Context: an optimization exercise on an open-source flow, tuned for small area. The choices shown serve that exercise and are no tape-out recipe.
In this exercise RTL edits were held to simulation tests only and were not proved equivalent to the original.

Setup of v6:
## sensorimotor_rx
module sensorimotor_rx #(
    parameter [6:0]  DEFAULT_ID   = 7'd1,
    parameter [15:0] WDT_LIMIT    = 16'd300,
    parameter        RX_BUF_CAP   = 36,
    parameter        TX_BUF_CAP   = 14,
    parameter [15:0] T_PRE        = 16'd3,
    parameter [15:0] T_POST       = 16'd2,
    parameter [15:0] T_TRAIL      = 16'd1,
    parameter        PAGE_SIZE    = 32,
    parameter [15:0] APP_LIMIT    = 16'h0800,
    parameter [23:0] SIG_EXPECTED = 24'h1E950F
) (
    input  wire         clk,
    input  wire         rst,             
    input  wire         boot_strap,      
    input  wire [7:0]   nvm_id_in,
    input  wire [7:0]   nvm_cfg_in,
    input  wire         svc,
    input  wire         tb,
    input  wire         rx_valid,
    input  wire [7:0]   rx_data,
    output wire         rx_pop,
    output wire [7:0]   tx_data,
    output wire         tx_write,
    input  wire         tx_ready,
    input  wire         tx_complete,
    output wire         de,
    output wire         re,
    output wire         motor_enable,
    output wire         motor_disable,
    output wire         motor_set_power,
    output wire [7:0]   motor_power,
    output wire         motor_set_dir,
    output wire         motor_dir,
    output wire         motor_set_limit,
    output wire [7:0]   motor_limit,
    output wire [7:0]   cfg_flags,
    input  wire [15:0]  telem_pos,
    input  wire [15:0]  telem_cur,
    input  wire [15:0]  telem_vel,
    input  wire [15:0]  telem_vsup,
    input  wire [15:0]  telem_temp,
    input  wire [15:0]  sensor_x,
    input  wire [15:0]  sensor_y,
    input  wire [15:0]  sensor_z,
    output wire         sensor_restart,
    output wire         nvm_we,
    output wire         nvm_waddr,       
    output wire [7:0]   nvm_wdata,
    output wire                   flash_we,
    output wire [15:0]            flash_addr,
    output wire [8*PAGE_SIZE-1:0] flash_data,
    output wire                   timer_irq_mask,
    input  wire [23:0]            sig_in,
    output reg  [3:0]   phase,
    output reg  [7:0]   err_count,
    output reg  [2:0]   last_cause,
    output wire         fatal,
    output wire [1:0]   fatal_code,
  ...
Size: roughly 1100 cells after synthesis.
export LEC_CHECK = 0
export ABC_AREA = 1
export CAP_MARGIN = 20
export CORE_MARGIN = 2
export CORE_UTILIZATION = 75
export SLEW_MARGIN = 20
create_clock -name core_clock -period 15.0 [get_ports {clk}]
standard.sh (not shown) runs the stock make flow with config.mk's settings and CLKGATE_MAP_FILE= SYNTH_SCRIPT=/design/flow/synth_recipe.tcl, a recipe that flattens the netlist after the stock synthesis.
==> flow/flow/run.sh <==
#!/bin/bash
# The standard layout (standard.sh), with these changes to how the layout is made:
# - after the standard synthesis, the combinational logic between the registers is re-mapped
#   for area by ABC (flow/reabc.tcl, flow/reabc.scr); every register keeps its name and cell;
# - port buffers are sky130_fd_sc_hd__buf_1 (every input and output port still gets one);
# - the clock tree uses clkbuf_4 buffers over clusters of at most 8 flip-flops, without
#   dummy loads (smaller than the default tree; clock-pin slew stays under the limit).
# Each tool's full output goes to a log here: synth.log, reabc.log, layout.log (ORFS also
# keeps each step's log under orfs/logs).
set -euo pipefail
RES=orfs/results/$FLOW_PLATFORM/sensorimotor_rx/base
bash standard.sh synth > synth.log 2>&1
cp $RES/1_2_yosys.v $RES/1_2_yosys.std.v
DONT=$(sed -n '/^export DONT_USE_CELLS/,/^#/p' $FLOW_HOME/platforms/$FLOW_PLATFORM/config.mk | grep -o 'sky130_fd_sc_hd__[A-Za-z0-9_]*' | tr '\n' ' ')
LIB=$FLOW_HOME/platforms/$FLOW_PLATFORM/lib/sky130_fd_sc_hd__tt_025C_1v80.lib \
NETLIST=$RES/1_2_yosys.std.v OUT=$RES/1_2_yosys.v TOP=$FLOW_TOP \
ABC_SCRIPT=$PWD/flow/reabc.scr DONT_USE="$DONT" \
  yosys -c flow/reabc.tcl > reabc.log 2>&1
rm -f $RES/1_synth.odb $RES/1_synth.sdc
export BUFFER_PORTS_ARGS="-buffer_cell sky130_fd_sc_hd__buf_1"
export CTS_ARGS="-sink_clustering_enable -repair_clock_nets -dont_use_dummy_load -buf_list sky130_fd_sc_hd__clkbuf_4 -sink_clustering_size 8 -sink_clustering_max_diameter 40"
bash standard.sh > layout.log 2>&1
Other scripts of this flow, unchanged in this note and not shown: flow/flow/reabc.scr, flow/flow/reabc.tcl
Flow for v6 halted at 3_2_place_iop, error code PPL-0024.
Here is what was changed in the inputs of v7 compared with v6.
# v6
export LEC_CHECK = 0
export ABC_AREA = 1
export CAP_MARGIN = 20
export CORE_MARGIN = 2
export CORE_UTILIZATION = 75
export SLEW_MARGIN = 20
create_clock -name core_clock -period 15.0 [get_ports {clk}]
# v7
export LEC_CHECK = 0
export ABC_AREA = 1
export CAP_MARGIN = 20
export CORE_MARGIN = 2
export CORE_UTILIZATION = 60
export SLEW_MARGIN = 20
create_clock -name core_clock -period 15.0 [get_ports {clk}]
Results
Of v7 and v6, only v7 finishes the flow clean.
Floorplan die width: lower on v6
On v7: initial core utilization is 16 points lower than what v6 gave.
Of v7 and v6, it is v7 that has the lower synthesized area divided by synthesized cell count.
Re site row count: v7 and v6 aren't equal, and the higher value belongs to v7.
v7 and v6 ended up with nearly the same post-synthesis instance area.
Per the comparison of v7 with v6, overall die height higher; synthesized cell count higher.

==> what the ideal ports hide <==
Ports are ideal in the flow. The routed layout listed here was re-timed in OpenROAD.
Step 1: set_driving_cell puts a clkbuf_16 on clk and a buf_2 on each other input, an assumption about the parent block.
Step 2 also shifts input and output timing later by t, the mid clock arrival at the registers, as if the neighbouring blocks saw the same clock.
Three values: ideal ports, drivers, drivers and shift; two values: the first two.
run: v7
t (ns): 0.701
setup WS [ns]: 6.278 / 6.239 / 6.239
worst setup path at the end: input to output
worst register clock-pin slew, ns: 0.09 / 0.09
pins driven straight from the clock port: 1
After both steps v7 still meets setup and hold. For v7, drivers alone change the setup slack by -0.039 ns; drivers and shift together by -0.039 ns.
